Source: an optimization exercise on an open RTL-to-GDS flow (aim: small area and a short achievable clock period). Production flows keep margins and buffers that such runs may drop. The RTL was checked by simulation tests, not by an equivalence proof against the original design. No activity file was given, so power comes from the tool's default toggle rates.

`flow/design.v`:
```
module lc2k_pipe (
    input  wire        clk,
    input  wire        rst,             
    output wire [15:0] imem_addr,
    input  wire [31:0] imem_rdata,
    output wire [15:0] dmem_addr,
    output wire [31:0] dmem_wdata,
    output wire        dmem_we,
    input  wire [31:0] dmem_rdata,
    input  wire [2:0]  dbg_sel,
    output wire [31:0] dbg_reg,
    output wire        halted,
    output wire        faulted,
    output wire [1:0]  fault_cause,
    output wire [31:0] fault_value,
    output wire [31:0] fault_instr,
    output wire [31:0] pc,
    output wire [31:0] cnt_cycles,
    output wire [31:0] cnt_fetched,
    output wire [31:0] cnt_retired,
    output wire [31:0] cnt_branches
);
    localparam [2:0] OP_ADD  = 3'd0,
                     OP_NAND = 3'd1,
                     OP_LW   = 3'd2,
                     OP_SW   = 3'd3,
                     OP_BEQ  = 3'd4,
                     OP_JALR = 3'd5,
                     OP_HALT = 3'd6,
                     OP_NOOP = 3'd7;
    localparam [31:0] NOOP_WORD = 32'h01C0_0000;
    localparam [1:0] FC_FETCH = 2'd1,
                     FC_DATA  = 2'd2,
                     FC_REG   = 2'd3;
    function automatic is_op(input [31:0] w, input [2:0] k);
        is_op = (w[31:25] == 7'd0) && (w[24:22] == k);
    endfunction
    reg [31:0] pc_r;
    reg [31:0] regfile [0:7];
    reg [31:0] ifid_instr, ifid_pc1;
    reg [31:0] idex_instr, idex_pc1, idex_rega, idex_regb, idex_offset;
    reg [31:0] exmem_instr, exmem_target, exmem_alu, exmem_readreg;
    reg [31:0] memwb_instr, memwb_data;
    reg [31:0] cycles_r, fetched_r, retired_r, branches_r;
    reg        halted_r, faulted_r;
    reg [1:0]  fcause_r;
    reg [31:0] fvalue_r, finstr_r;
    wire running = !halted_r && !faulted_r;
    wire        fetch_oob = (pc_r[31:16] != 16'd0);
    wire [31:0] pc_plus1  = pc_r + 32'd1;
    wire        halt_in_pipe = is_op(ifid_instr, OP_HALT) || is_op(idex_instr, OP_HALT) ||
                               is_op(exmem_instr, OP_HALT) || is_op(memwb_instr, OP_HALT);
    wire [31:0] dec_rega   = regfile[ifid_instr[21:19]];
    wire [31:0] dec_regb   = regfile[ifid_instr[18:16]];
    wire [31:0] dec_offset = {{16{ifid_instr[15]}}, ifid_instr[15:0]};
    wire [31:0] ex_target = idex_pc1 + idex_offset;
    reg  [31:0] ex_alu;
    always @(*) begin
        if (is_op(idex_instr, OP_ADD))
            ex_alu = idex_rega + idex_regb;
        else if (is_op(idex_instr, OP_NAND))
            ex_alu = ~(idex_rega & idex_regb);
        else if (is_op(idex_instr, OP_LW) || is_op(idex_instr, OP_SW))
            ex_alu = idex_regb + idex_offset;
        else if (is_op(idex_instr, OP_BEQ))
            ex_alu = (idex_rega == idex_regb) ? 32'd1 : 32'd0;
        else
            ex_alu = 32'd0;
    end
    wire mem_is_lw  = is_op(exmem_instr, OP_LW);
    wire mem_is_sw  = is_op(exmem_instr, OP_SW);
    wire mem_is_beq = is_op(exmem_instr, OP_BEQ);
    wire data_oob   = (mem_is_lw || mem_is_sw) && (exmem_alu[31:16] != 16'd0);
    wire br_taken   = mem_is_beq && (exmem_alu != 32'd0);
    reg [31:0] mem_wdata;
    always @(*) begin
        if (is_op(exmem_instr, OP_ADD) || is_op(exmem_instr, OP_NAND))
            mem_wdata = exmem_alu;
        else if (mem_is_lw)
            mem_wdata = dmem_rdata;
        else if (mem_is_sw || mem_is_beq)
            mem_wdata = memwb_data;
        else
            mem_wdata = 32'd0;
    end
    wire wb_is_alu = is_op(memwb_instr, OP_ADD) || is_op(memwb_instr, OP_NAND);
    wire wb_is_lw  = is_op(memwb_instr, OP_LW);
    wire wb_retire = wb_is_alu || wb_is_lw || is_op(memwb_instr, OP_SW) ||
                     is_op(memwb_instr, OP_BEQ);
    wire reg_oob   = wb_is_alu && (memwb_instr[15:3] != 13'd0);
    wire [2:0] wb_dest = wb_is_lw ? memwb_instr[21:19] : memwb_instr[2:0];
    wire wb_we     = wb_is_alu || wb_is_lw;
    wire halt_now = running && is_op(memwb_instr, OP_HALT);
    wire any_fault = reg_oob || data_oob || fetch_oob;
    wire commit   = running && !halt_now && !any_fault;
    wire fault_now = running && !halt_now && any_fault;
    integer i;
    always @(posedge clk) begin
        if (rst) begin
            pc_r          <= 32'd0;
            for (i = 0; i < 8; i = i + 1)
                regfile[i] <= 32'd0;
            ifid_instr    <= NOOP_WORD;
            ifid_pc1      <= 32'd0;
            idex_instr    <= NOOP_WORD;
            idex_pc1      <= 32'd0;
            idex_rega     <= 32'd0;
            idex_regb     <= 32'd0;
            idex_offset   <= 32'd0;
            exmem_instr   <= NOOP_WORD;
            exmem_target  <= 32'd0;
            exmem_alu     <= 32'd0;
            exmem_readreg <= 32'd0;
            memwb_instr   <= NOOP_WORD;
            memwb_data    <= 32'd0;
            cycles_r      <= 32'd0;
            fetched_r     <= 32'd0;
            retired_r     <= 32'd0;
            branches_r    <= 32'd0;
            halted_r      <= 1'b0;
            faulted_r     <= 1'b0;
            fcause_r      <= 2'd0;
            fvalue_r      <= 32'd0;
            finstr_r      <= 32'd0;
        end else if (halt_now) begin
            retired_r <= retired_r + 32'd1;
            halted_r  <= 1'b1;
        end else if (fault_now) begin
            faulted_r <= 1'b1;
            if (reg_oob) begin
                fcause_r <= FC_REG;
                fvalue_r <= {16'd0, memwb_instr[15:0]};
                finstr_r <= memwb_instr;
            end else if (data_oob) begin
                fcause_r <= FC_DATA;
                fvalue_r <= exmem_alu;
                finstr_r <= exmem_instr;
            end else begin
                fcause_r <= FC_FETCH;
                fvalue_r <= pc_r;
                finstr_r <= 32'd0;
            end
        end else if (commit) begin
            cycles_r <= cycles_r + 32'd1;
            ifid_instr <= imem_rdata;
            ifid_pc1   <= pc_plus1;
            pc_r       <= br_taken ? exmem_target : pc_plus1;
            if (!halt_in_pipe)
                fetched_r <= fetched_r + 32'd1;
            idex_instr  <= ifid_instr;
            idex_pc1    <= ifid_pc1;
            idex_rega   <= dec_rega;
            idex_regb   <= dec_regb;
            idex_offset <= dec_offset;
            exmem_instr   <= idex_instr;
            exmem_target  <= ex_target;
            exmem_alu     <= ex_alu;
            exmem_readreg <= idex_rega;
            memwb_instr <= exmem_instr;
            memwb_data  <= mem_wdata;
            if (br_taken)
                branches_r <= branches_r + 32'd1;
            if (wb_we)
                regfile[wb_dest] <= memwb_data;
            if (wb_retire)
                retired_r <= retired_r + 32'd1;
        end
    end
    assign imem_addr    = pc_r[15:0];
    assign dmem_addr    = exmem_alu[15:0];
    assign dmem_wdata   = exmem_readreg;
    assign dmem_we      = commit && mem_is_sw;
    assign dbg_reg      = regfile[dbg_sel];
    assign halted       = halted_r;
    assign faulted      = faulted_r;
    assign fault_cause  = fcause_r;
    assign fault_value  = fvalue_r;
    assign fault_instr  = finstr_r;
    assign pc           = pc_r;
    assign cnt_cycles   = cycles_r;
    assign cnt_fetched  = fetched_r;
    assign cnt_retired  = retired_r;
    assign cnt_branches = branches_r;
endmodule
```
`flow/run.sh`:
```
#!/bin/bash
# synth_recipe.tcl (not shown) runs the flow's synth.tcl, then flattens the netlist and writes it again
# the make line also repeats each setting of config.mk as NAME=value (left out here)
make -C /OpenROAD-flow-scripts/flow DESIGN_CONFIG=/design/flow/config.mk WORK_HOME=/design/flow/orfs CLKGATE_MAP_FILE= SYNTH_SCRIPT=/design/flow/synth_recipe.tcl finish
```
`flow/config.mk`:
```
export PLATFORM = sky130hd
export DESIGN_NAME = lc2k_pipe
export DESIGN_NICKNAME = lc2k_pipe
export VERILOG_FILES = /design/flow/design.v
export SDC_FILE = /design/flow/constraint.sdc
export NUM_CORES = 4
export LEC_CHECK = 0
export CAP_MARGIN = 20
export CORE_MARGIN = 2
export CORE_UTILIZATION = 40
export PLACE_DENSITY = 0.6
export SLEW_MARGIN = 20
```
`flow/constraint.sdc`:
```
create_clock -name core_clock -period 4.5 [get_ports {clk}]
set_input_delay 0.9000 -clock core_clock [delete_from_list [all_inputs] [get_ports {clk}]]
set_output_delay 0.9000 -clock core_clock [all_outputs]
set_load 0.01 [all_outputs]
```
==> flow_metrics.py <==
metrics = {
    "timing": {
        "setup_tns_ns": 0,
        "final_max_slew_viol_count": 0,
        "whs_ns": 0.4445,
        "min_period_ns": 4.215,
        "finClkSkew_ns": 0.04084,
        "hold_violations": 0,
        "fmax_ghz": 0.2373,
        "setup_viol": 0,
        "worst_pin_slew_ns": 1.152,
        "rsz0062_at_grt": "no",
        "fin_crit_sh_pct": 93.66,
        "max_slew_margin_pct": 22.94,
    },
    "worst_setup_path": {
        "cp.required_ns": 3.60,
        "worstSetupPathType": "reg -> out",
        "worst-path-buf-inv": 1,
        "critPathTopFamily": "simple AND/OR/NAND/NOR gates",
        "worstPathMaxFanout": 5,
        "cp_slowest_cell": "clkdlybuf4s50_1",
        "crit_path_end_kind": "primary output",
        "slowest_delay_ns": 0.58,
        "path_cells": "nor4_1, nand4_1, a221o_1, nor2_4, and3_1, clkdlybuf4s50_1",
        "startpoint_type": "register",
        "worst_ep_arrival_time_ns": 3.31,
    },
    "final_layout": {
        "layout_common_cells": "605 x dfxtp_1, 581 x nand2_1, 421 x a21oi_1",
        "layout.cells.most_common": "dfxtp_1",
        "drive_gt1_share_pct": 11.42,
        "layout.cells.non_filler": 6213,
        "nNetsFinal": 4889,
        "fin_area_sq_um": 52550,
        "area_growth_pct": 20.02,
        "nFillCells": 10003,
    },
    "placed_design": {
        "hpwl_microns": 104000,
        "gp_congestion": 0.9522,
        "port_buffers": 393,
        "placed_cell_area_sq_um": 49230,
        "dp.cells": 6032,
    },
    "synthesis": {
        "synth_compound_area_share_pct": 12.85,
        "synth_top_family_by_area": "simple AND/OR/NAND/NOR gates",
        "synthCells": 4461,
        "synth.top_cell.area_share_pct": 27.99,
        "synth_edf_count": 256,
        "syn_nets": 4632,
        "synth_xor_area_share_pct": 3.881,
        "seq_area_frac_synth_pct": 45.54,
        "yosysUniqueCellTypes": 77,
        "yosys.area_share.adder_pct": 2.967,
        "ys_top_cells_by_area": "dfxtp_1 28%, edfxtp_1 18%, mux4_2 9.9%",
        "ys_seq_elements": 868,
        "synth.area.mux_share_pct": 13.06,
        "yosys.area.top_type": "dfxtp_1",
        "avgSynthCellArea_sq_um": 9.814,
        "ys_dominant_reg_cell": "dfxtp_1",
        "post_synth_instance_area_sq_um": 43780,
        "synth_warnings": 1,
        "synth-simple-area-share_pct": 18.10,
        "async_reset_ff_share_pct": 0,
    },
    "routing": {
        "drt-vias-per-instance": 5.797,
        "drtAntennaViolNets": 0,
        "drc_errors": 0,
        "routedWlPerCell_microns": 24.47,
        "dr.pass1.iters": 6,
        "via_count": 36016,
        "wirelength_microns": 152000,
        "drtIter0Drc": 3320,
    },
    "floorplan": {
        "initial_core_util_pct": 40.27,
        "core_sq_um": 108700,
        "die_y_microns": 334.8,
        "dieArea_sq_um": 112100,
        "row_count": 121,
        "ios": 394,
        "die_w_microns": 334.8,
    },
    "clock_tree": {
        "ctsHoldBuffers": 0,
        "cts_num_sinks": 868,
        "cts_resized": 0,
        "post_cts_buffers": 0,
        "cts-root-to-sink-buffers": 3,
        "clkLatencyLatePin_ns": 0.70,
        "htreeDepth": 3,
        "cts-root-buf": "clkbuf_16",
        "cts_tree": "built",
        "cts_made_buffers": 98,
        "clk_pin_slew_ns": 0.06,
    },
    "global_route": {
        "grt_pass1_vias": 33642,
        "antenna_found_initial": 1,
        "grt_pass1_wl_microns": 223000,
        "overflow": 0,
        "grt_max_degree": 204,
        "grtUsageTotal_pct": 26.34,
    },
    "power": {
        "p_total_mw": 33.04,
        "powerDensity_nw_per_um2": 628.9,
        "leakage_nw": 19.48,
        "vdd_ir_drop_max_v": 0.001230,
    },
    "outcome": {
        "status": "timing/DRC/antenna clean",
    },
    "job": {
        "drv_cap": 0,
    },
    "min_path": {
        "hp-class": "reg -> reg",
    },
}
-- cell type report --
cell class	instances	area [sq um]	area share, %
multi-input combinational	3215	22410	42.65
antenna	1	2.502	0.004762
clock buffer	137	2831	5.389
tap	1414	1769	3.367
inverter	38	142.6	0.2715
sequential	868	19950	37.97
timing repair buffer	497	4957	9.434
clock inverter	43	480.5	0.9144
-- state kept, by name, indices dropped and copies added (netlist names) --
register and flops:
branches_r 32, cycles_r 32, exmem_alu 32, exmem_instr 32, exmem_readreg 32, exmem_target 32
faulted_r 1, fcause_r 2, fetched_r 32, finstr_r 32, fvalue_r 32, halted_r 1
idex_instr 17, idex_offset 15, idex_pc1 32, idex_rega 32, idex_regb 32, ifid_instr 32
ifid_pc1 32, memwb_data 32, memwb_instr 32, pc_r 32, regfile 256, retired_r 32
-- worst min-delay path, cell delays in order, from the launching register on --
cell and delay [ns]:
dfxtp_1 0.30, nand2_1 0.05, a21oi_1 0.05
-- power breakdown --
part	total, mW	leakage [nW]	internal, mW	switching, mW
Clock	8.27	1.63	4.86	3.41
Sequential	11.1	7.63	9.35	1.74
Combinational	13.7	10.2	5.03	8.66
-- path summary, 6_finish.rpt --
check | startpoint | end | slack (ns) | depth (start not counted)
max | memwb_instr[9] | dmem_we | 0.29 | 6
min reg2reg | ifid_pc1[27] | idex_pc1[27] | 0.44 | 2
max reg2reg | memwb_instr[9] | regfile[5][10] | 0.67 | 10
min | ifid_pc1[27] | idex_pc1[27] | 0.44 | 2
-- synthesized netlist by cell type (58+ instances only) --
library cell,n
mux4_2,192
clkbuf_1,250
ha_1,99
dfxtp_1,612
mux2i_1,102
a211oi_1,131
nor2_1,423
nand2_1,583
nor3_1,89
and2_1,270
edfxtp_1,256
nand3_1,76
xnor2_1,82
xor2_1,112
a21o_1,58
a21oi_1,421
o21ai_0,118
and3_1,59
-- cells by family after synthesis --
kind of cell,Yosys count
AO/OA/AOI/OAI,912
XOR/XNOR,194
adder cells (fa/ha/maj),102
buffers and inverters,378
flip-flops,868
multiplexers,327
AND/OR/NAND/NOR,1680
-- metal layers --
layer / routed length, microns / vias up / GRT usage [%]
met3: 13270 / 296 / 5.228
met4: 6159 / 0 / 10.72
met2: 68780 / 1675 / 41.37
li1: - / 16587 / -
met5: 0 / - / 0
met1: 63830 / 17458 / 35.57
-- metrics by stage --
step                      utilization [%]  setup WS (ns)
final                               48.34         0.2851
after global placement              45.29         0.7988
after global routing                48.34         0.1079
after detailed placement            45.29         0.7495
after CTS                           48.34         0.2668
after floorplan                         -        -0.2543

[afterwards: timing with drivers on the ports]
The results above use ideal ports. As a check the final layout listed here was re-extracted and re-timed, cells and wires unchanged. Step 1, drivers: a clkbuf_16 drives clk and a buf_2 each remaining input, both assumed. Step 2, shift: input delay + t, output delay - t, t = (earliest + latest rising clock arrival at the registers) / 2. This alone moves slack from input paths to output paths. a / b / c = ideal / step 1 / step 2; a / b = the first two.
t (ns): 0.760
setup slack, ns: 0.285 / 0.209 / 0.671
worst setup path at the end: register to register
worst data-port slew with drivers (ns): 0.09
pins driven straight from the clock port: 1
After both steps this run still meets setup and hold. For this run, drivers alone change the setup slack by -0.076 ns; drivers and shift together by +0.386 ns.
